From an optimization exercise on the open Yosys and OpenROAD flow, aimed at small area; shortcuts taken in it are not production practice.
Only simulation tests tie the RTL to the original design; equivalence was not proved.
Power and IR drop assume default switching activity.

**flow/design.v**
```verilog
module mc32_core (
  input  wire        clk,
  input  wire        rst,           
  input  wire [31:0] prog_len,      
  output wire [31:0] imem_addr,
  input  wire [63:0] imem_rdata,
  output wire [9:0]  dmem_addr,
  output wire        dmem_we,
  output wire [31:0] dmem_wdata,
  input  wire [31:0] dmem_rdata,
  input  wire        in_valid,
  input  wire        in_eof,
  input  wire [7:0]  in_data,
  output wire        in_ready,
  output wire        out_valid,
  output wire [7:0]  out_data,
  output wire        halted,
  output wire        faulted,
  output wire [2:0]  fault_code,
  output wire [31:0] exit_code
);
  localparam NREG  = 13;
  localparam DEPTH = 16;
  localparam [2:0] F_STACK    = 3'd1;
  localparam [2:0] F_RANGE    = 3'd2;
  localparam [2:0] F_ILLEGAL  = 3'd3;
  localparam [2:0] F_FETCH    = 3'd4;
  localparam [2:0] F_CALL     = 3'd5;
  localparam [2:0] F_RET      = 3'd6;
  localparam [2:0] F_PUTBACK  = 3'd7;
  localparam [7:0] OP_MOV  = 8'h01, OP_ADD = 8'h02, OP_SUB = 8'h03, OP_AND = 8'h04,
                   OP_ORR  = 8'h05, OP_EOR = 8'h06, OP_MVN = 8'h07, OP_LSL = 8'h08,
                   OP_LSR  = 8'h09, OP_CMP = 8'h0A, OP_STR = 8'h0B, OP_LDR = 8'h0C,
                   OP_B    = 8'h10, OP_BEQ = 8'h11, OP_BNE = 8'h12, OP_BLT = 8'h13,
                   OP_BGT  = 8'h14, OP_BL  = 8'h15, OP_RET = 8'h16, OP_HALT = 8'h20;
  localparam [2:0] S_R1 = 3'd0, S_R2 = 3'd1, S_WAIT = 3'd2, S_ALIGN = 3'd3,
                   S_HALT = 3'd4, S_FAULT = 3'd5, S_BOOT = 3'd6, S_BOOT1 = 3'd7;
  localparam [2:0] W_NONE = 3'd0, W_T = 3'd1, W_SHL = 3'd2, W_SHR = 3'd3,
                   W_MEM = 3'd4, W_IN = 3'd5, W_PB = 3'd6, W_ZERO = 3'd7;
  localparam [1:0] M_NONE = 2'd0, M_WRITE = 2'd1, M_OUT = 2'd2, M_PUTBACK = 2'd3;
  localparam [1:0] P_INC = 2'd0, P_T = 2'd1, P_RS = 2'd2, P_BL = 2'd3;
  reg [2:0]  st;
  reg [2:0]  ph;
  reg [2:0]  fcode;
  reg        flag_n, flag_z, flag_c, flag_v;
  reg [4:0]  rs_cnt;
  reg        pb_full;
  reg        eq, gt;           
  reg [31:0] pc;
  reg [31:0] T;
  reg [11:0] A;
  reg        hi;               
  reg        cy, zacc, ic;
  reg [2:0]  l_wsel;
  reg [3:0]  l_rd;
  reg [1:0]  l_mem;
  reg [1:0]  l_pcsel;
  reg        l_halt;
  wire       l_wen   = (l_wsel != W_NONE);
  wire       l_lsr   = (l_wsel == W_SHR);
  wire       l_pbclr = (l_wsel == W_PB);
  wire       l_pbw   = (l_mem == M_PUTBACK);
  wire       l_push  = (l_pcsel == P_BL);
  wire       l_pop   = (l_pcsel == P_RS);
  wire r1 = (st == S_R1);
  wire r2 = (st == S_R2);
  wire boot  = (st == S_BOOT);
  wire boot1 = (st == S_BOOT1);
  wire waitst = (st == S_WAIT);
  wire align  = (st == S_ALIGN);
  reg        ieof;
  reg        pw;
  reg [2:0]  qe;
  reg [2:0]  kc;                
  wire [63:0] w    = imem_rdata;
  wire [7:0]  opc  = w[63:56];
  wire [3:0]  rd   = w[55:52];
  wire [3:0]  rn   = w[51:48];
  wire [3:0]  rm   = w[47:44];
  wire [2:0]  z1   = w[43:41];
  wire        ibit = w[40];
  wire [7:0]  z2   = w[39:32];
  wire [31:0] imm  = w[31:0];
  wire f_dp3 = (opc == OP_ADD) || (opc == OP_SUB) || (opc == OP_AND) || (opc == OP_ORR) ||
               (opc == OP_EOR) || (opc == OP_LSL) || (opc == OP_LSR);
  wire f_dp2 = (opc == OP_MOV) || (opc == OP_MVN);
  wire f_cmp = (opc == OP_CMP);
  wire f_mem = (opc == OP_STR) || (opc == OP_LDR);
  wire f_br  = (opc >= OP_B) && (opc <= OP_BL);
  wire f_non = (opc == OP_RET) || (opc == OP_HALT);
  wire known = f_dp3 || f_dp2 || f_cmp || f_mem || f_br || f_non;
  wire illegal = !known
              || (z1 != 3'd0) || (z2 != 8'd0)
              || (!ibit && (imm != 32'd0))
              || ( ibit && (rm  != 4'd0))
              || ((f_dp2 || f_mem || f_br || f_non) && (rn != 4'd0))
              || ((f_cmp || f_br || f_non) && (rd != 4'd0))
              || (f_br && !ibit)
              || (f_non && (ibit || (rm != 4'd0)));
  wire rd_bad = (f_dp3 || f_dp2 || f_mem) && (rd >= NREG);
  wire rn_bad = (f_dp3 || f_cmp) && (rn >= NREG);
  wire rm_bad = (f_dp3 || f_dp2 || f_cmp || f_mem) && !ibit && (rm >= NREG);
  wire reg_bad = rd_bad || rn_bad || rm_bad;
  wire is_str  = (opc == OP_STR);
  wire is_ldr  = (opc == OP_LDR);
  wire is_sh   = (opc == OP_LSL) || (opc == OP_LSR);
  wire is_bl   = (opc == OP_BL);
  wire is_ret  = (opc == OP_RET);
  wire is_halt = (opc == OP_HALT);
  wire is_sub  = (opc == OP_SUB) || (opc == OP_CMP);
  reg take;
  always @(*) begin
    case (opc)
      OP_B:    take = 1'b1;
      OP_BEQ:  take = flag_z;
      OP_BNE:  take = !flag_z;
      OP_BLT:  take = (flag_n != flag_v);
      OP_BGT:  take = !flag_z && (flag_n == flag_v);
      OP_BL:   take = 1'b1;
      default: take = 1'b0;
    endcase
  end
  wire [3:0] xh [0:NREG-1];
  wire       x_wr = (r2 && l_wen) || pw;
  reg  [3:0] wd;
  wire [3:0] wdb  = boot ? 4'h0 : wd;
  genvar g;
  generate
    for (g = 0; g < NREG; g = g + 1) begin : xr
      reg [31:0] q;
      always @(posedge clk)
        q <= {(boot || (x_wr && (l_rd == g))) ? ((g == NREG - 1) ? (boot ? rnib(g, ph) : wd) : wdb) : q[3:0],
              q[31:4]};
      assign xh[g] = q[3:0];
    end
  endgenerate
  function [3:0] rnib(input [3:0] sel, input [2:0] p);
    begin
      if (sel == 4'd12)
        rnib = (p == 3'd0) ? 4'hC : (p == 3'd1) ? 4'hF : (p == 3'd2) ? 4'h3 : 4'h0;
      else
        rnib = 4'h0;
    end
  endfunction
  function [3:0] xread(input [3:0] sel, input [4*NREG-1:0] h);
    begin
      xread = h[{sel, 2'b00} +: 4];
    end
  endfunction
  wire [4*NREG-1:0] xhf;
  generate
    for (g = 0; g < NREG; g = g + 1) begin : xf
      assign xhf[4*g +: 4] = xh[g];
    end
  endgenerate
  wire [3:0] selN = eq ? 4'd0 : (is_str ? rd : rn);
  wire [3:0] innib;
  wire [3:0] nA   = (pw && selN == l_rd) ? innib : xread(selN, xhf);
  wire [3:0] nM   = (pw && rm == l_rd) ? innib : xread(rm, xhf);
  wire [3:0] nImm = imm[{ph, 2'b00} +: 4];
  wire [3:0] nB   = ibit ? nImm : nM;
  wire [3:0] bx  = is_sub ? ~nB : nB;
  wire       cin = (ph == 3'd0) ? is_sub : cy;
  wire [4:0] sum = {1'b0, nA} + {1'b0, bx} + {4'd0, cin};
  reg [3:0] alu;
  always @(*) begin
    if (eq)
      alu = nA;
    else
      case (opc)
        OP_MOV, OP_B, OP_BEQ, OP_BNE, OP_BLT, OP_BGT, OP_BL: alu = nB;
        OP_ADD, OP_SUB, OP_CMP: alu = sum[3:0];
        OP_AND:  alu = nA & nB;
        OP_ORR:  alu = nA | nB;
        OP_EOR:  alu = nA ^ nB;
        OP_MVN:  alu = ~nB;
        default: alu = nA;
      endcase
  end
  wire zn    = (sum[3:0] == 4'd0);
  wire a31   = nA[3];
  wire b31   = nB[3];
  wire d31   = sum[3];
  wire range   = (A[11:10] != 2'd0) || hi || (nB != 4'd0);
  wire a_fault = !range && (A[9:0] == 10'd1021);
  wire a_in    = !range && (A[9:0] == 10'd1022);
  wire a_out   = !range && (A[9:0] == 10'd1023);
  wire a_plain = !range && (A[9:0] <= 10'd1020);
  wire ldr_wait = !eq && is_ldr && a_in && !pb_full;
  wire [4*DEPTH-1:0] rshf;
  wire [3:0] rs_top = rshf[{rs_cnt[3:0] - 4'd1, 2'b00} +: 4];
  wire       pc_sh   = (r1 && ph == 3'd7) || boot1 || ((r2 || waitst || align || boot) && kc != 3'd0);
  wire [1:0] pcsel_d = eq ? P_T : is_bl ? P_BL : (is_halt || (f_br && take)) ? P_T :
                       is_ret ? P_RS : P_INC;
  wire [1:0] pcsel   = r1 ? pcsel_d : l_pcsel;
  wire       push    = (pcsel == P_BL);
  wire [4:0] inc     = {1'b0, pc[3:0]} + {4'd0, r1 ? 1'b1 : ic};
  wire [3:0] pcnib   = (boot || boot1) ? 4'h0 : pcsel[0] ? T[7:4] : pcsel[1] ? rs_top : inc[3:0];
  generate
    for (g = 0; g < DEPTH; g = g + 1) begin : rsr
      reg [31:0] q;
      always @(posedge clk)
        q <= {(pc_sh && push && (rs_cnt[3:0] == g)) ? inc[3:0] : q[3:0], q[31:4]};
      assign rshf[4*g +: 4] = q[3:0];
    end
  endgenerate
  reg [31:0] pb;
  always @(posedge clk)
    pb <= {(r2 && l_pbw) ? T[3:0] : pb[3:0], pb[31:4]};
  wire [2:0] sa     = A[4:2];
  wire [1:0] sb     = A[1:0];
  wire       big    = hi || (A[11:5] != 7'd0);
  wire       sh_lsr = r1 ? (opc == OP_LSR) : l_lsr;
  wire [2:0] selp   = sh_lsr ? sa + 3'd1 : 3'd0 - sa;
  reg  [3:0] tsel;
  always @(*) begin
    case (selp)
      3'd0: tsel = T[3:0];
      3'd1: tsel = T[7:4];
      3'd2: tsel = T[11:8];
      3'd3: tsel = T[15:12];
      3'd4: tsel = T[19:16];
      3'd5: tsel = T[23:20];
      3'd6: tsel = T[27:24];
      default: tsel = T[31:28];
    endcase
  end
  wire [3:0] cur_r1 = (selp == 3'd0) ? alu : tsel;
  wire       cur_ok = sh_lsr ? ({1'b0, ph} + {1'b0, sa} <= 4'd6) : (ph >= sa);
  wire [3:0] cur    = cur_ok ? tsel : 4'h0;
  reg  [3:0] sh_prev;
  wire [7:0] shwin  = {cur, sh_prev};
  reg  [3:0] shw;
  always @(*) begin
    case ({sh_lsr, sb})
      3'b000: shw = shwin[7:4];
      3'b001: shw = shwin[6:3];
      3'b010: shw = shwin[5:2];
      3'b011: shw = shwin[4:1];
      3'b100: shw = shwin[3:0];
      3'b101: shw = shwin[4:1];
      3'b110: shw = shwin[5:2];
      default: shw = shwin[6:3];
    endcase
  end
  wire [3:0] shnib  = big ? 4'h0 : shw;
  always @(posedge clk)
    sh_prev <= r1 ? (sh_lsr ? cur_r1 : 4'h0) : cur;
  wire [3:0] dnib  = dmem_rdata[{ph, 2'b00} +: 4];
  assign     innib = ieof ? 4'hF : (ph == 3'd0) ? A[3:0] : (ph == 3'd1) ? (r1 ? A[3:0] : A[7:4]) : 4'h0;
  always @(*) begin
    case (l_wsel)
      W_T:     wd = T[3:0];
      W_SHL:   wd = shnib;
      W_SHR:   wd = shnib;
      W_MEM:   wd = dnib;
      W_IN:    wd = innib;
      W_PB:    wd = pb[3:0];
      default: wd = 4'h0;
    endcase
  end
  assign imem_addr  = pc;
  assign dmem_addr  = A[9:0];
  assign dmem_wdata = T;
  assign dmem_we    = r2 && (ph == 3'd0) && (l_mem == M_WRITE);
  assign out_valid  = r2 && (ph == 3'd0) && (l_mem == M_OUT);
  assign out_data   = T[7:0];
  assign in_ready   = (r1 && (ph == 3'd7) && ldr_wait) || (st == S_WAIT);
  assign halted     = (st == S_HALT);
  assign faulted    = (st == S_FAULT);
  assign fault_code = fcode;
  assign exit_code  = pc;
  wire take_in = in_ready && in_valid;
  always @(posedge clk) begin
    T <= {r1 ? alu : T[3:0], T[31:4]};
    if (r1) begin
      cy   <= sum[4];
      zacc <= ((ph == 3'd0) ? 1'b1 : zacc) && zn;
      if (ph <= 3'd2) begin
        A  <= {nB, A[11:4]};
        hi <= 1'b0;
      end else begin
        hi <= hi || (nB != 4'd0);
      end
    end
    if (take_in) begin
      A[7:0] <= in_data;
      ieof   <= in_eof;
    end
    if (pc_sh)
      ic <= inc[4];
    if (pc_sh)
      pc <= {pcnib, pc[31:4]};
  end
  always @(posedge clk) begin
    if (rst) begin
      st      <= S_BOOT1;
      ph      <= 3'd7;
      kc      <= 3'd0;
      pw      <= 1'b0;
      fcode   <= 3'd0;
      flag_n  <= 1'b0;
      flag_z  <= 1'b0;
      flag_c  <= 1'b0;
      flag_v  <= 1'b0;
      rs_cnt  <= 5'd0;
      pb_full <= 1'b0;
    end else begin
      ph <= ph + 3'd1;
      if (pc_sh) begin
        kc <= kc + 3'd1;
        eq <= ((kc == 3'd0) || eq) && (pcnib == prog_len[{kc, 2'b00} +: 4]);
        gt <= (pcnib > prog_len[{kc, 2'b00} +: 4]) ||
              ((pcnib == prog_len[{kc, 2'b00} +: 4]) && (kc != 3'd0) && gt);
      end
      if (pw && ph == qe)
        pw <= 1'b0;
      case (st)
        S_R1: begin
          if (ph == 3'd0) begin
            if (gt) begin
              st <= S_FAULT; fcode <= F_FETCH;
            end else if (!eq) begin
              if (illegal) begin
                st <= S_FAULT; fcode <= F_ILLEGAL;
              end else if (reg_bad) begin
                st <= S_FAULT; fcode <= F_RANGE;
              end else if (is_bl && rs_cnt == DEPTH) begin
                st <= S_FAULT; fcode <= F_CALL;
              end else if (is_ret && rs_cnt == 5'd0) begin
                st <= S_FAULT; fcode <= F_RET;
              end
            end
          end
          if (ph == 3'd7) begin
            l_rd    <= rd;
            l_pcsel <= pcsel_d;
            l_halt  <= eq || is_halt;
            l_wsel  <= (eq || !(f_dp3 || f_dp2 || is_ldr)) ? W_NONE :
                       (opc == OP_LSL) ? W_SHL :
                       (opc == OP_LSR) ? W_SHR :
                       !is_ldr ? W_T :
                       a_plain ? W_MEM :
                       a_out   ? W_ZERO :
                       pb_full ? W_PB : W_IN;
            l_mem   <= (eq || !is_str) ? M_NONE : a_plain ? M_WRITE : a_out ? M_OUT : M_PUTBACK;
            if (!eq && f_cmp) begin
              flag_n <= d31;
              flag_z <= zacc && zn;
              flag_c <= (a31 & ~b31) | ((a31 == b31) & d31);
              flag_v <= (~a31 & b31 & d31) | (a31 & ~b31 & ~d31);
            end
            st <= S_R2;
            if (!eq && f_mem && range) begin
              st <= S_FAULT; fcode <= F_RANGE;
            end else if (!eq && f_mem && a_fault) begin
              st <= S_FAULT; fcode <= F_STACK;
            end else if (!eq && is_str && a_in && pb_full) begin
              st <= S_FAULT; fcode <= F_PUTBACK;
            end else if (ldr_wait && !in_valid) begin
              st <= S_WAIT;
            end
          end
        end
        S_WAIT: begin
          if (in_valid) begin
            if (ph == 3'd7) begin
              st <= S_R2;
            end else begin
              st <= S_ALIGN;
              pw <= 1'b1;
              qe <= ph;
            end
          end
        end
        S_ALIGN: begin
          if (ph == 3'd7)
            st <= S_R1;
        end
        S_BOOT1: st <= S_BOOT;
        S_BOOT: begin
          if (ph == 3'd7)
            st <= S_R1;
        end
        default: ;    
      endcase
      case (st)
        S_R2: begin
          if (ph == 3'd7) begin
            st <= l_halt ? S_HALT : S_R1;
            if (l_push)
              rs_cnt <= rs_cnt + 5'd1;
            if (l_pop)
              rs_cnt <= rs_cnt - 5'd1;
            if (l_pbw)
              pb_full <= 1'b1;
            if (l_pbclr)
              pb_full <= 1'b0;
          end
        end
        default: ;    
      endcase
    end
  end
endmodule
```
**flow/flow/run.sh**
```bash
#!/bin/bash
# The standard layout (the standard.sh, standard synthesis unchanged), with two knobs:
# every port still gets a buffer, but the small buf_1; and CTS without dummy loads, with
# clusters of at most 18 sinks driven by clkbuf_8.
set -euo pipefail
bash standard.sh \
  "BUFFER_PORTS_ARGS=-buffer_cell sky130_fd_sc_hd__buf_1" \
  "CTS_ARGS=-sink_clustering_enable -repair_clock_nets -dont_use_dummy_load -sink_clustering_size 18 -sink_clustering_max_diameter 75 -buf_list sky130_fd_sc_hd__clkbuf_8" \
  finish > standard.log 2>&1
```
**flow/standard.sh**
```bash
#!/bin/bash
# synth_recipe.tcl (not shown) runs the flow's synth.tcl, then flattens the netlist and writes it again
# the make line also repeats each setting of config.mk as NAME=value (left out here)
make -C /OpenROAD-flow-scripts/flow DESIGN_CONFIG=/design/flow/config.mk WORK_HOME=/design/flow/orfs CLKGATE_MAP_FILE= SYNTH_SCRIPT=/design/flow/synth_recipe.tcl "${@:-finish}"
```
**flow/config.mk**
```make
export PLATFORM = sky130hd
export DESIGN_NAME = mc32_core
export DESIGN_NICKNAME = mc32_core
export VERILOG_FILES = /design/flow/design.v
export SDC_FILE = /design/flow/constraint.sdc
export NUM_CORES = 4
export LEC_CHECK = 0
export ABC_AREA = 0
export CAP_MARGIN = 20
export CORE_MARGIN = 2
export CORE_UTILIZATION = 55
export PLACE_DENSITY = 0.72
export SLEW_MARGIN = 20
```
**flow/constraint.sdc**
```tcl
create_clock -name core_clock -period 10.0 [get_ports {clk}]
set_input_delay 2.0000 -clock core_clock [delete_from_list [all_inputs] [get_ports {clk}]]
set_output_delay 2.0000 -clock core_clock [all_outputs]
set_load 0.01 [all_outputs]
```
==> results of run 1 <==
worst min path at each step:
stage                  startpoint            end  slack (ps)  cells after the start
CTS                 rsr[10].q[20]  rsr[10].q[16]         260                      0
detailed placement    rsr[6].q[5]    rsr[6].q[1]         310                      0
floorplan                   pb[4]          pb[0]         310                      0
global placement      xr[4].q[27]    xr[4].q[23]         310                      0
finish              rsr[10].q[20]  rsr[10].q[16]         260                      0
global route         xr[12].q[14]   xr[12].q[10]         260                      0
cell usage after synthesis (all sizes together), types with 5 or more instances:
library cell	number	area, um^2
nor2	89	341.6
ha	42	525.5
a211oi	5	37.54
edfxtp	66	1982
inv	45	168.9
o22ai	13	81.33
buf	65	465.4
nand3	37	185.2
or3	5	31.28
nand2	158	593.1
a22o	16	140.1
nor3	29	145.1
a22oi	7	52.55
and3	9	56.30
mux2	67	754.5
o211ai	7	57.55
a31oi	8	65.06
or4	5	37.54
xor2	14	122.6
mux4	62	1396
a21oi	85	425.4
and2	10	62.56
o31ai	19	192.7
nor3b	8	60.06
nor2b	13	81.33
nor4	16	121.4
nand4	6	37.54
o21a	6	45.04
mux2i	33	342.8
o21ai	105	525.5
dfxtp	1018	20380
a2111oi	5	43.79
clkbuf	56	210.2
xnor2	24	229.0
o221ai	10	87.58
a21boi	8	60.06
or2	6	37.54
nand2b	13	81.33
critical path, stage by stage:
cell and delay (ps):
buf_1 620, mux4_2 610, mux2_2 280, o221ai_1 210, o221ai_1 320, nor4_1 710
and2_1 450, nand2_1 160, and4b_1 360, o21a_1 120, buf_1 180
stage by stage:
stage / utilization (%) / total power, uW
floorplan: - / 5596
global placement: 58.26 / 5860
detailed placement: 58.31 / 5908
CTS: 60.10 / 7712
global route: 60.13 / 7981
finish: 60.13 / 7647
power by group through the flow:
stage | clock (uW) | sequential [uW] | combinational, uW
after floorplan | 0 | 5000 | 595
after global placement | 0 | 5050 | 811
after detailed placement | 0 | 5070 | 841
after CTS | 1900 | 4970 | 845
after global routing | 2050 | 5010 | 920
final | 1840 | 4970 | 841
flip-flops by register name, indices dropped and copies added (netlist names), 3 cells and up:
signal,cells
ph,3
sh_prev,4
l_wsel,3
xr.q,416
pb,32
l_rd,4
kc,3
A,12
rs_cnt,5
st,3
rsr.q,512
T,32
fcode,3
pc,32
qe,3
cell type report:
cell class,count,area [um^2],share of cell area [%]
multi-input combinational,996,7646,22.99
timing repair buffer,279,1136,3.416
sequential,1084,22360,67.24
inverter,48,180.2,0.5418
clock buffer,72,991.0,2.980
antenna,2,5.005,0.01505
tap,748,935.9,2.814
layer usage:
metal / vias up / routed length, um
li1: 8136 / -
met1: 8250 / 28540
met2: 591 / 29100
met3: 154 / 3759
met4: 16 / 1904
met5: - / 110
cells by family (layout without fill, tap and decap cells):
logic type / count (synthesis) / in the layout / synth area share [%]
AOI/OAI and AO/OA: 335 / 335 / 7.159
xor gates and xnor gates: 38 / 38 / 1.140
adders and majority gates: 46 / 46 / 1.963
buffers and inverters: 169 / 399 / 2.774
DFF: 1084 / 1084 / 72.49
muxes: 162 / 162 / 8.084
other: 0 / 2 / 0
and+or+nand+nor: 415 / 415 / 6.389
==> flow_summary.yaml, run 1 <==
critical_path:
  cp-start-kind: "input port"
  r2r_slack_ps: 4380
  worst_ep_required_time_ps: 8000
  crit_fanout: 15
  r2r-start: "ph[1]"
  endpoint: "in_ready"
  ff2ff_path_depth: 13
  endpoint_kind: "output port"
  cp-startpoint: "imem_rdata[45]"
  arrival_ps: 6040
  r2r-end: "A[1]"
  crit_type: "input port to output port"
grt:
  grt_max_degree: 30
  antenna_found_initial: 10
  grt_pass1_vias: 16420
  use_met3_pct: 4.266
  groute.usage.overall_pct: 21.52
  grt_pass1_wl_mm: 94.03
  grt-ovfl-total: 0
  grtUsageMet1_pct: 30.00
  use_met2_pct: 33.75
  grt-busiest-layer: "met2"
run_status:
  status: "timing/DRC/antenna clean"
cts:
  clk_pin_slew_worst_paths_ps: 100
  cts_root_buffer: "clkbuf_8"
  numCtsBuffers: 72
  cts.sinks: 1084
  postCtsHoldBufs: 0
  clk_latency_ps: 680
  h-tree-depth: 3
  post_cts_buffers: 0
  cts_tree: "built"
  cts_resized: 0
  cts_buffer_depth: 3
floorplanning:
  io-pin-count: 262
  die_area_um2: 58000
  fp.dieH_um: 240.8
  core-area_um2: 55310
  rows: 86
  die_w_um: 240.8
  initial_core_util_pct: 55.77
synth:
  ys_ff_latch: 1084
  syn-num-nets: 2435
  synth-main-ff-cell: "dfxtp_1"
  synth_edf_count: 66
  yosysWarnings: 1
  synth-seq-area-share_pct: 72.49
  synth_cell_type_count: 83
  synthArstFlopShare_pct: 0
  synth_cells: 2249
  syn_area_um2: 30850
  avgSynthCellArea_um2: 13.72
place:
  dp_hpwl_mm: 45.04
  pre_cts_ws_ps: 1553
  dp.cells: 3154
  placed_area_um2: 32250
  gp_congestion: 0.9283
  io_buffers: 261
routing:
  drc: 0
  antenna_left: 0
  post_drt_wl_per_cell_um: 19.64
  vias_per_cell: 5.310
  vias: 17150
  drt-total-wl_mm: 63.41
  drt_iter0_drc: 1384
  drt-pass1-iter-count: 5
timing:
  fin_crit_ps: 8041
  rsz0062_at_grt: "no"
  slew_viol_final: 0
  worstMarginPinSlew_ps: 1047
  setup_viol: 0
  fmax_ghz: 0.1244
  hold_ws_ps: 259.3
  fin_ws_ps: 1959
  fin_setup_tns_ps: 0
  finalHoldViolCount: 0
  period_share_pct: 80.41
  relSlewSlack_pct: 29.91
  finClkSkew_ps: 94.62
power:
  swShare_pct: 25.20
  p_clk_share_pct: 24.0
  peakVddDrop_v: 0.0001663
  pwr-share-seq_pct: 65.0
  p_leak_uw: 0.01266
  power_frac_comb_pct: 11.0
  powerDensity_nw_per_um2: 229.9
  internal_power_uw: 5720
  switchingPower_uw: 1927
final_layout:
  fill_cells: 4359
  final_nets: 2667
  final_common_cell: "dfxtp_1"
  drive_gt1_share_pct: 10.17
  mostFrequentLayoutCells: "dfxtp_1, buf_1, nand2_1, o21ai_0, nor2_1"
  area_growth_syn_to_layout_pct: 7.812
  final_cells: 3229
  stdcell_area_um2: 33260
worst_hold_path:
  hold_path_class: "flop to flop"
run:
  cap_violations: 0
==> run 2: changes to the inputs <==
==> flow/flow/run.sh (replaced) <==
#!/bin/bash
# The standard layout (the standard.sh, standard synthesis unchanged), with two knobs:
# every port still gets a buffer, but the small buf_1; and CTS without dummy loads, with
# clusters of at most 26 sinks driven by clkbuf_16.
set -euo pipefail
bash standard.sh \
  "BUFFER_PORTS_ARGS=-buffer_cell sky130_fd_sc_hd__buf_1" \
  "CTS_ARGS=-sink_clustering_enable -repair_clock_nets -dont_use_dummy_load -sink_clustering_size 26 -sink_clustering_max_diameter 60 -buf_list sky130_fd_sc_hd__clkbuf_16" \
  finish > standard.log 2>&1
==> flow_summary.yaml, run 2 <==
floorplanning:
  core-area_um2: 55310
  fp.dieH_um: 240.8
  die_area_um2: 58000
  die_w_um: 240.8
  initial_core_util_pct: 55.77
  io-pin-count: 262
  rows: 86
power:
  peakVddDrop_v: 0.0001842
  powerDensity_nw_per_um2: 237.1
  p_leak_uw: 0.01280
timing:
  finalHoldViolCount: 0
  slew_viol_final: 0
  hold_ws_ps: 237.7
  rsz0062_at_grt: "no"
  period_share_pct: 80.41
  setup_viol: 0
  worstMarginPinSlew_ps: 1060
  fmax_ghz: 0.1244
  fin_setup_tns_ps: 0
  fin_crit_ps: 8041
  finClkSkew_ps: 94.28
  relSlewSlack_pct: 29.08
final_layout:
  final_nets: 2648
  final_common_cell: "dfxtp_1"
  largest_register_ffs: 512
  regMostFlops: "rsr.q"
  area_growth_syn_to_layout_pct: 8.915
  drive_gt1_share_pct: 9.472
  reg_top3: "rsr.q (512), xr.q (416)"
  mostFrequentLayoutCells: "dfxtp_1, buf_1, nand2_1, o21ai_0, nor2_1"
critical_path:
  crit_fanout: 15
  slowest_delay_ps: 710
  cp-startpoint: "imem_rdata[45]"
  worst_ep_required_time_ps: 8000
  cp.buffers_inverters: 2
  r2r-start: "ph[1]"
  path_delay_family: "simple AND/OR/NAND/NOR gates"
  r2r_slack_ps: 4270
  cp-start-kind: "input port"
  crit_type: "input port to output port"
  crit_slowest_cell: "nor4_1"
  endpoint_kind: "output port"
  path_cells: "buf_1 -> mux4_2 -> mux2_2 -> o221ai_1 -> o221ai_1 -> nor4_1 -> and2_1 -> nand2_1 -> and4b_1 -> o21a_1 -> buf_1"
  arrival_ps: 6040
synth:
  syn-num-nets: 2435
  avgSynthCellArea_um2: 13.72
  synthArstFlopShare_pct: 0
  yosysWarnings: 1
  synth_cells: 2249
  yosysMostFrequentCell: "dfxtp_1"
  ys_ff_latch: 1084
  synth-main-ff-cell: "dfxtp_1"
  synth-seq-area-share_pct: 72.49
  synth_top_area_share_pct: 66.07
  synth_cell_type_count: 83
  yosysTopAreaCell: "dfxtp_1"
  synth_edf_count: 66
  synthTopCellsByArea: "dfxtp_1, edfxtp_1, mux4_2, mux2_2, nand2_1"
  syn_area_um2: 30850
  ys_top_cells_by_count: "dfxtp_1, nand2_1, o21ai_0"
routing:
  antenna_left: 0
  drt-pass1-iter-count: 6
  wl_met1_mm: 28.49
  drc: 0
  vias_per_cell: 5.300
  drt_iter0_drc: 1443
  routed-wl-met3_mm: 3.680
  highest_layer: "met5"
  vias: 17020
  post_drt_wl_per_cell_um: 19.76
  drt-total-wl_mm: 63.47
  wl_met2_mm: 29.76
run:
  cap_violations: 0
grt:
  groute.usage.overall_pct: 21.49
  grt-ovfl-total: 0
  grt_max_degree: 30
  grt_pass1_vias: 16380
  grt_pass1_wl_mm: 94.35
  antenna_found_initial: 9
cts:
  numCtsBuffers: 53
  cts_root_buffer: "clkbuf_16"
  cts_tree: "built"
  cts_resized: 0
  post_cts_buffers: 0
  postCtsHoldBufs: 0
  h-tree-depth: 2
  cts.sinks: 1084
  cts_buffer_depth: 3
  clk_pin_slew_worst_paths_ps: 100
  clk_latency_ps: 640
place:
  dp_hpwl_mm: 45.04
  gp_congestion: 0.9283
  io_buffers: 261
run_status:
  status: "timing/DRC/antenna clean"
worst_hold_path:
  hold_path_class: "flop to flop"
  min-delay-start: "xr[12].q[14]"
run 2: cell types whose count changed in the layout (fill, tap and decap cells not counted), sizes merged:
cell and change:
clkbuf -19, diode +2
run 2: final timing paths:
path | to | cells after the start
setup / recovery | in_ready | 11
hold / removal | xr[12].q[10] | 0
setup reg to reg | A[5] | 13
hold reg to reg | xr[12].q[10] | 0
run 2: where the power goes:
| group | total (uW) | switching, uW | internal (uW) |
|---|---|---|---|
| Combinational | 840 | 532 | 309 |
| Clock | 2150 | 1210 | 942 |
| Sequential | 4970 | 208 | 4760 |
run 2: cell type report:
type                            count  area (um^2)
Timing Repair Buffer              279         1136
Multi-Input combinational cell    996         7646
Tap cell                          748        935.9
Clock buffer                       53         1326
Sequential cell                  1084        22360
Inverter                           48        180.2
Antenna cell                        4        10.01
Fill cell                        4325        21710
run 2: cells by family (layout without fill, tap and decap cells):
group	Yosys count	in the layout	synth area share, %
flip-flops	1084	1084	72.49
AND/OR/NAND/NOR	415	415	6.389
AO/OA/AOI/OAI	335	335	7.159
buffers and inverters	169	380	2.774
multiplexers	162	162	8.084
adder cells (fa/ha/maj)	46	46	1.963
XOR/XNOR	38	38	1.140
other	0	4	0
run 2: routing by layer:
| metal | vias up | GRT usage [%] |
|---|---|---|
| met4 | 10 | 6.210 |
| met1 | 8237 | 30.16 |
| met5 | - | 0 |
| met2 | 529 | 34.44 |
| li1 | 8122 | - |
| met3 | 126 | 3.763 |
run 2: worst register-to-register path, stage by stage (launching register included):
cell and delay (ps):
dfxtp_2 720, inv_1 160, ha_1 260, nor2b_1 280, nor2_1 310, o21ai_0 120
a21oi_1 480, o221ai_1 490, nor4_1 780, and2_1 450, nand2_1 170, and4b_1 370
o21a_1 450, or2_2 330
run 2: through the flow:
stage	utilization [%]	total power (uW)	area (um^2)	setup WS [ps]	cells
after floorplan	-	5596	30850	3234	2249
after global placement	58.26	5860	32220	1704	3153
after detailed placement	58.31	5908	32250	1553	3154
after CTS	60.70	8034	33570	1546	3207
after global routing	60.73	8296	33590	1685	3209
final	60.75	7964	33600	1959	3212
==> run 3: changes to the inputs <==
==> flow/flow/run.sh (replaced) <==
#!/bin/bash
# The standard layout (the standard.sh, standard synthesis unchanged), with two knobs:
# every port still gets a buffer, but the small buf_1; and CTS without dummy loads, with
# clusters of at most 32 sinks driven by clkbuf_16.
set -euo pipefail
bash standard.sh \
  "BUFFER_PORTS_ARGS=-buffer_cell sky130_fd_sc_hd__buf_1" \
  "CTS_ARGS=-sink_clustering_enable -repair_clock_nets -dont_use_dummy_load -sink_clustering_size 32 -sink_clustering_max_diameter 70 -buf_list sky130_fd_sc_hd__clkbuf_16" \
  finish > standard.log 2>&1
==> flow_summary.yaml, run 3 <==
timing:
  fin_ws_ps: 1916
  worstMarginPinSlew_ps: 1047
  fmax_ghz: 0.1237
  finalHoldViolCount: 0
  period_share_pct: 80.84
  fin_setup_tns_ps: 0
  setup_viol: 0
  relSlewSlack_pct: 29.91
  fin_crit_ps: 8084
  finClkSkew_ps: 101.8
  rsz0062_at_grt: "no"
  slew_viol_final: 0
final_layout:
  drive_gt1_share_pct: 9.176
  mostFrequentLayoutCells: "dfxtp_1, buf_1, nand2_1, o21ai_0, nor2_1"
  area_growth_syn_to_layout_pct: 8.250
  largest_register_ffs: 512
  regMostFlops: "rsr.q"
  final_common_cell: "dfxtp_1"
  final_nets: 2640
  reg_top3: "rsr.q (512), xr.q (416)"
routing:
  post_drt_wl_per_cell_um: 19.85
  drc: 0
  vias: 17000
  antenna_left: 0
  drt-total-wl_mm: 63.57
  vias_per_cell: 5.308
  drt-pass1-iter-count: 8
  drt_iter0_drc: 1370
critical_path:
  r2r-end: "A[1]"
  crit_slowest_cell: "nor4_1"
  arrival_ps: 6080
  cp.buffers_inverters: 2
  crit_type: "input port to output port"
  r2r-start: "ph[1]"
  cp-start-kind: "input port"
  endpoint_kind: "output port"
  r2r_slack_ps: 4380
  path_cells: "buf_1 -> mux4_2 -> mux2_2 -> o221ai_1 -> o221ai_1 -> nor4_1 -> and2_1 -> nand2_1 -> and4b_1 -> o21a_1 -> buf_1"
  crit_fanout: 15
  worst_ep_required_time_ps: 8000
  ff2ff_path_depth: 13
  path_delay_family: "simple AND/OR/NAND/NOR gates"
  cp.depth: 11
  slowest_delay_ps: 740
cts:
  postCtsHoldBufs: 0
  numCtsBuffers: 45
  cts_resized: 0
  cts_tree: "built"
  post_cts_buffers: 0
  clk_latency_ps: 630
  cts_root_buffer: "clkbuf_16"
  clk_pin_slew_worst_paths_ps: 110
  cts.sinks: 1084
  h-tree-depth: 2
  cts_buffer_depth: 3
place:
  dp_hpwl_mm: 45.04
  gp_congestion: 0.9283
  io_buffers: 261
  pre_cts_ws_ps: 1553
synth:
  syn_area_um2: 30850
  yosysWarnings: 1
  syn-num-nets: 2435
  synthArstFlopShare_pct: 0
  ys_ff_latch: 1084
  yosysMostFrequentCell: "dfxtp_1"
  synth_cell_type_count: 83
  synth_edf_count: 66
  synth-main-ff-cell: "dfxtp_1"
  yosysTopAreaCell: "dfxtp_1"
  synth_cells: 2249
  synth_top_area_share_pct: 66.07
  ys_top_cells_by_count: "dfxtp_1, nand2_1, o21ai_0"
  avgSynthCellArea_um2: 13.72
  synthTopCellsByArea: "dfxtp_1, edfxtp_1, mux4_2, mux2_2, nand2_1"
  synth-seq-area-share_pct: 72.49
power:
  powerDensity_nw_per_um2: 233.8
  peakVddDrop_v: 0.0001623
  p_leak_uw: 0.01270
grt:
  grt-ovfl-total: 0
  groute.usage.overall_pct: 21.48
  grt_pass1_vias: 16230
  grt_max_degree: 33
  antenna_found_initial: 9
  grt_pass1_wl_mm: 94.27
worst_hold_path:
  worstHoldPathCells: 0
  hold_path_class: "flop to flop"
  min_to: "rsr[10].q[12]"
  min-delay-start: "rsr[10].q[16]"
floorplanning:
  rows: 86
  io-pin-count: 262
  die_area_um2: 58000
  fp.dieH_um: 240.8
  initial_core_util_pct: 55.77
  die_w_um: 240.8
  core-area_um2: 55310
run:
  cap_violations: 0
run_status:
  status: "timing/DRC/antenna clean"
[run 3: how the worst max path moves through the flow]
stage | slack, ps | from | endpoint
after detailed placement | 1550 | imem_rdata[44] | in_ready
final | 1920 | imem_rdata[45] | in_ready
after CTS | 1550 | imem_rdata[44] | in_ready
after global placement | 1700 | imem_rdata[44] | in_ready
after floorplan | 3230 | imem_rdata[44] | in_ready
after global routing | 1680 | imem_rdata[45] | in_ready
[run 3: logic make-up (layout without fill, tap and decap cells)]
logic type	Yosys count	count (layout)	synth area share, %
XOR/XNOR	38	38	1.140
multiplexers	162	162	8.084
buffers and inverters	169	372	2.774
adder cells (fa/ha/maj)	46	46	1.963
flip-flops	1084	1084	72.49
other	0	2	0
AO/OA/AOI/OAI	335	335	7.159
AND/OR/NAND/NOR	415	415	6.389
[run 3: power by group]
part	total, uW	switching (uW)	leakage [uW]	internal (uW)
Clock	2000	1190	0.000555	809
Combinational	843	535	0.00325	308
Sequential	4970	208	0.00890	4760
Total	7810	1930	0.0127	5880
[run 3: final cells by class]
class | instances | area (um^2)
Tap cell | 748 | 935.9
Clock buffer | 45 | 1126
Antenna cell | 2 | 5.005
Inverter | 48 | 180.2
Fill cell | 4353 | 21920
Multi-Input combinational cell | 996 | 7646
Sequential cell | 1084 | 22360
Timing Repair Buffer | 279 | 1136
[run 3: metal layers]
metal / track usage [%] / share of wire, % / vias up
met5: 0 / 0.15 / -
met4: 6.659 / 2.8 / 14
met3: 3.843 / 5.5 / 136
met2: 34.22 / 46 / 513
met1: 30.08 / 45 / 8231
li1: - / - / 8103
[run 3: stage by stage]
step / std cells / hold slack, ps / total power [uW] / util [%] / area [um^2]
after floorplan: 2249 / 309.6 / 5596 / - / 30850
after global placement: 3153 / 309.5 / 5860 / 58.26 / 32220
after detailed placement: 3154 / 312.1 / 5908 / 58.31 / 32250
after CTS: 3199 / 270.4 / 7874 / 60.34 / 33370
after global routing: 3201 / 277.1 / 8136 / 60.37 / 33390
final: 3202 / 271.3 / 7808 / 60.37 / 33390
==> run 4: changes to the inputs <==
--- a/flow/design.v
+++ b/flow/design.v
@@ -50,3 +50,3 @@
   reg [31:0] T;
-  reg [11:0] A;
+  reg [9:0]  A;
   reg        hi;               
@@ -183,3 +183,3 @@
   wire d31   = sum[3];
-  wire range   = (A[11:10] != 2'd0) || hi || (nB != 4'd0);
+  wire range   = hi || (nB != 4'd0);
   wire a_fault = !range && (A[9:0] == 10'd1021);
@@ -211,3 +211,3 @@
   wire [1:0] sb     = A[1:0];
-  wire       big    = hi || (A[11:5] != 7'd0);
+  wire       big    = hi || (A[9:5] != 5'd0);
   wire       sh_lsr = r1 ? (opc == OP_LSR) : l_lsr;
@@ -249,3 +249,3 @@
   wire [3:0] dnib  = dmem_rdata[{ph, 2'b00} +: 4];
-  assign     innib = ieof ? 4'hF : (ph == 3'd0) ? A[3:0] : (ph == 3'd1) ? (r1 ? A[3:0] : A[7:4]) : 4'h0;
+  assign     innib = ieof ? 4'hF : (ph == 3'd0) ? A[3:0] : (ph == 3'd1) ? A[7:4] : 4'h0;
   always @(*) begin
@@ -278,8 +278,6 @@
       zacc <= ((ph == 3'd0) ? 1'b1 : zacc) && zn;
-      if (ph <= 3'd2) begin
-        A  <= {nB, A[11:4]};
-        hi <= 1'b0;
-      end else begin
-        hi <= hi || (nB != 4'd0);
-      end
+      if (ph == 3'd0) A[3:0] <= nB;
+      if (ph == 3'd1) A[7:4] <= nB;
+      if (ph == 3'd2) A[9:8] <= nB[1:0];
+      hi <= (ph == 3'd2) ? (nB[3:2] != 2'd0) : (ph > 3'd2) && (hi || (nB != 4'd0));
     end
==> flow/flow/run.sh (replaced) <==
#!/bin/bash
# The standard layout (the standard.sh, standard synthesis unchanged), with two knobs:
# every port still gets a buffer, but the small buf_1; and CTS without dummy loads, with
# clusters of at most 18 sinks driven by clkbuf_8.
set -euo pipefail
bash standard.sh \
  "BUFFER_PORTS_ARGS=-buffer_cell sky130_fd_sc_hd__buf_1" \
  "CTS_ARGS=-sink_clustering_enable -repair_clock_nets -dont_use_dummy_load -sink_clustering_size 18 -sink_clustering_max_diameter 75 -buf_list sky130_fd_sc_hd__clkbuf_8" \
  finish > standard.log 2>&1
==> flow_summary.yaml, run 4 <==
run_status:
  status: "timing/DRC/antenna clean"
final_layout:
  final_nets: 2697
  final_common_cell: "dfxtp_1"
  largest_register_ffs: 512
  post-route-util_pct: 60.40
  area_growth_syn_to_layout_pct: 8.106
  regMostFlops: "rsr.q"
  drive_gt1_share_pct: 11.16
  mostFrequentLayoutCells: "dfxtp_1, buf_1, nand2_1, a21oi_1, mux2_2"
  final_cells: 3259
  reg_top3: "rsr.q (512), xr.q (416)"
worst_hold_path:
  hold_path_class: "flop to flop"
timing:
  slew_viol_final: 0
  relSlewSlack_pct: 24.08
  hold_ws_ps: 278.1
  fin_crit_ps: 7351
  finalHoldViolCount: 0
  fmax_ghz: 0.1360
  finClkSkew_ps: 70.77
  fin_setup_tns_ps: 0
  rsz0062_at_grt: "no"
  worstMarginPinSlew_ps: 1123
  period_share_pct: 73.51
  setup_viol: 0
synth:
  avgSynthCellArea_um2: 13.64
  syn_area_um2: 30900
  synth-main-ff-cell: "dfxtp_1"
  yosysMostFrequentCell: "dfxtp_1"
  yosysWarnings: 1
  synth_adder_area_share_pct: 1.960
  synth-seq-area-share_pct: 72.16
  synthTopCellsByArea: "dfxtp_1, edfxtp_1, mux4_2, mux2_2, nand2_1"
  synth_cell_type_count: 88
  yosysTopAreaCell: "dfxtp_1"
  synth_top_family_by_area: "multiplexers"
  synth_mux_area_share_pct: 8.207
  synthArstFlopShare_pct: 0
  synth_compound_area_share_pct: 6.984
  synth_cells: 2265
  syn-num-nets: 2451
  synth_top_area_share_pct: 65.95
  ys_top_cells_by_count: "dfxtp_1, nand2_1, a21oi_1"
  synth_edf_count: 64
  synth-simple-area-share_pct: 7.207
  synth-xor-area-share_pct: 0.9636
  ys_ff_latch: 1082
routing:
  vias_per_cell: 5.269
  routed-wl-met3_mm: 3.640
  post_drt_wl_per_cell_um: 19.91
  drt_iter0_drc: 1321
  drc: 0
  drt-total-wl_mm: 64.89
  drt-pass1-iter-count: 6
  antenna_left: 0
  wl_met2_mm: 29.24
  highest_layer: "met5"
  wl_met1_mm: 29.68
  vias: 17170
cts:
  cts_root_buffer: "clkbuf_8"
  clk_latency_ps: 680
  h-tree-depth: 3
  numCtsBuffers: 73
  cts_resized: 0
  cts_buffer_depth: 3
  cts_tree: "built"
  postCtsHoldBufs: 0
  cts.sinks: 1082
  post_cts_buffers: 0
  clk_pin_slew_worst_paths_ps: 90
power:
  switchingPower_uw: 1870
  internal_power_uw: 5545
  powerDensity_nw_per_um2: 221.9
  p_leak_uw: 0.01279
  pwr-share-seq_pct: 64.1
  power_frac_comb_pct: 11.0
  swShare_pct: 25.22
  p_clk_share_pct: 25.0
  peakVddDrop_v: 0.0001661
floorplanning:
  rows: 86
  fp.dieH_um: 241.0
  initial_core_util_pct: 55.88
  io-pin-count: 262
  die_w_um: 241.0
  die_area_um2: 58100
  core-area_um2: 55310
grt:
  grt_pass1_vias: 16670
  grt-ovfl-total: 0
  groute.usage.overall_pct: 22.08
  antenna_found_initial: 1
  grt_pass1_wl_mm: 96.52
  grt_max_degree: 39
place:
  dp_hpwl_mm: 46.81
  io_buffers: 261
  gp_congestion: 0.9140
  dp.cells: 3184
critical_path:
  crit_slowest_cell: "buf_1"
  cp.buffers_inverters: 2
  path_delay_family: "multiplexers"
  path_cells: "buf_1 -> mux4_2 -> mux4_2 -> o21ai_1 -> o31ai_1 -> o21a_1 -> nor4_4 -> a21oi_1 -> nor2_1 -> buf_1"
  crit_type: "input port to output port"
  endpoint_kind: "output port"
  crit_fanout: 17
  cp-start-kind: "input port"
  worst_ep_required_time_ps: 8000
  slowest_delay_ps: 700
  arrival_ps: 5350
run:
  cap_violations: 0
## run 4: cell types whose count changed after synthesis, moves of 11 or more
| cell | previous run | this run |
|---|---|---|
| nand4_1 | 6 | 18 |
| mux2i_1 | 32 | 19 |
| nor2_1 | 88 | 70 |
| o21ai_2 | 0 | 11 |
| nand3_1 | 37 | 25 |
| o21ai_0 | 103 | 76 |
| nand2b_1 | 13 | 27 |
| buf_4 | 54 | 42 |
| nand2_1 | 158 | 194 |
| a22o_1 | 16 | 1 |
| o21ai_1 | 2 | 23 |
| a21o_1 | 3 | 16 |
| a211oi_1 | 5 | 18 |
## run 4: stage by stage
step / total power (uW) / area, um^2 / setup WS, ps
after global placement: 5643 / 32400 / 2764
final: 7415 / 33410 / 2649
after floorplan: 5385 / 30900 / 3656
after global routing: 7735 / 33410 / 2533
after detailed placement: 5669 / 32400 / 2670
after CTS: 7487 / 33400 / 2678
## run 4: area by class of cell
| cell class | count | area, um^2 |
|---|---|---|
| sequential | 1082 | 22300 |
| multi-input combinational | 1029 | 7855 |
| clock buffer | 73 | 1005 |
| antenna | 2 | 5.005 |
| fill | 4351 | 21900 |
| tap | 748 | 935.9 |
| timing repair buffer | 284 | 1152 |
| inverter | 41 | 153.9 |
## run 4: worst paths after layout
path / startpoint / to / slack, ps / cells after the start
worst max-delay path: imem_rdata[45] / in_ready / 2650 / 10
worst min-delay path: xr[2].q[30] / xr[2].q[26] / 280 / 0
worst max register to register: st[2] / xr[2].q[30] / 4970 / 11
worst min register to register: xr[2].q[30] / xr[2].q[26] / 280 / 0
## run 4: worst register-to-register path: stages (launching register included)
cell and delay (ps):
dfxtp_1 490, or3_1 450, inv_1 580, nor2_1 230
or3_2 530, a21o_4 260, nand2_1 220, a311oi_1 90
nor3_1 560, a211o_1 220, nand4_1 820, o21ai_0 430
## run 4: power groups by stage
stage / clock network (uW) / logic [uW] / registers [uW]
global route: 2060 / 894 / 4780
CTS: 1910 / 819 / 4750
global placement: 0 / 805 / 4840
finish: 1850 / 813 / 4750
floorplan: 0 / 569 / 4820
detailed placement: 0 / 815 / 4850
## run 4: routing by layer
layer / up-vias / global-route usage, %
met4: 2 / 8.642
met2: 512 / 33.66
li1: 8257 / -
met5: - / 0.4209
met3: 127 / 4.312
met1: 8274 / 31.17
## run 4: kinds of logic (layout without fill, tap and decap cells)
family,count (synthesis),count (layout)
AOI/OAI and AO/OA,331,331
xor gates and xnor gates,34,34
adders and majority gates,46,46
buffers and inverters,154,398
DFF,1082,1082
muxes,162,162
other,0,2
and+or+nand+nor,456,456

-- port drivers added, routing unchanged --
The flow's constraints put no driver on any port. The routed layouts listed below were extracted and timed again, unchanged, in two steps.
Step 1, drivers: a clkbuf_16 drives clk and a buf_2 each remaining input, both assumed.
Step 2 times the ports against the registers' clock, not the clock port: input delays grow and output delays shrink by t, the midpoint of the rising clock arrivals with the driver on.
Three values: ideal, step 1, step 2; two values: the first two.
run | t (ns) | slack for setup (ns) | worst setup path at the end | latest minus earliest clock arrival (ns) | pins driven straight from the clock port
run 1 | 0.700 | 1.959 / 1.903 / 1.903 | input to output | 0.108 / 0.108 | 1
run 2 | 0.650 | 1.959 / 1.905 / 1.905 | input to output | 0.095 / 0.094 | 1
run 3 | 0.640 | 1.916 / 1.861 / 1.861 | input to output | 0.103 / 0.103 | 1
run 4 | 0.702 | 2.649 / 2.577 / 2.577 | input to output | 0.071 / 0.071 | 1
After both steps every run listed still meets setup and hold. For run 4, which loses most, drivers alone change the setup slack by -0.072 ns; drivers and shift together by -0.072 ns.
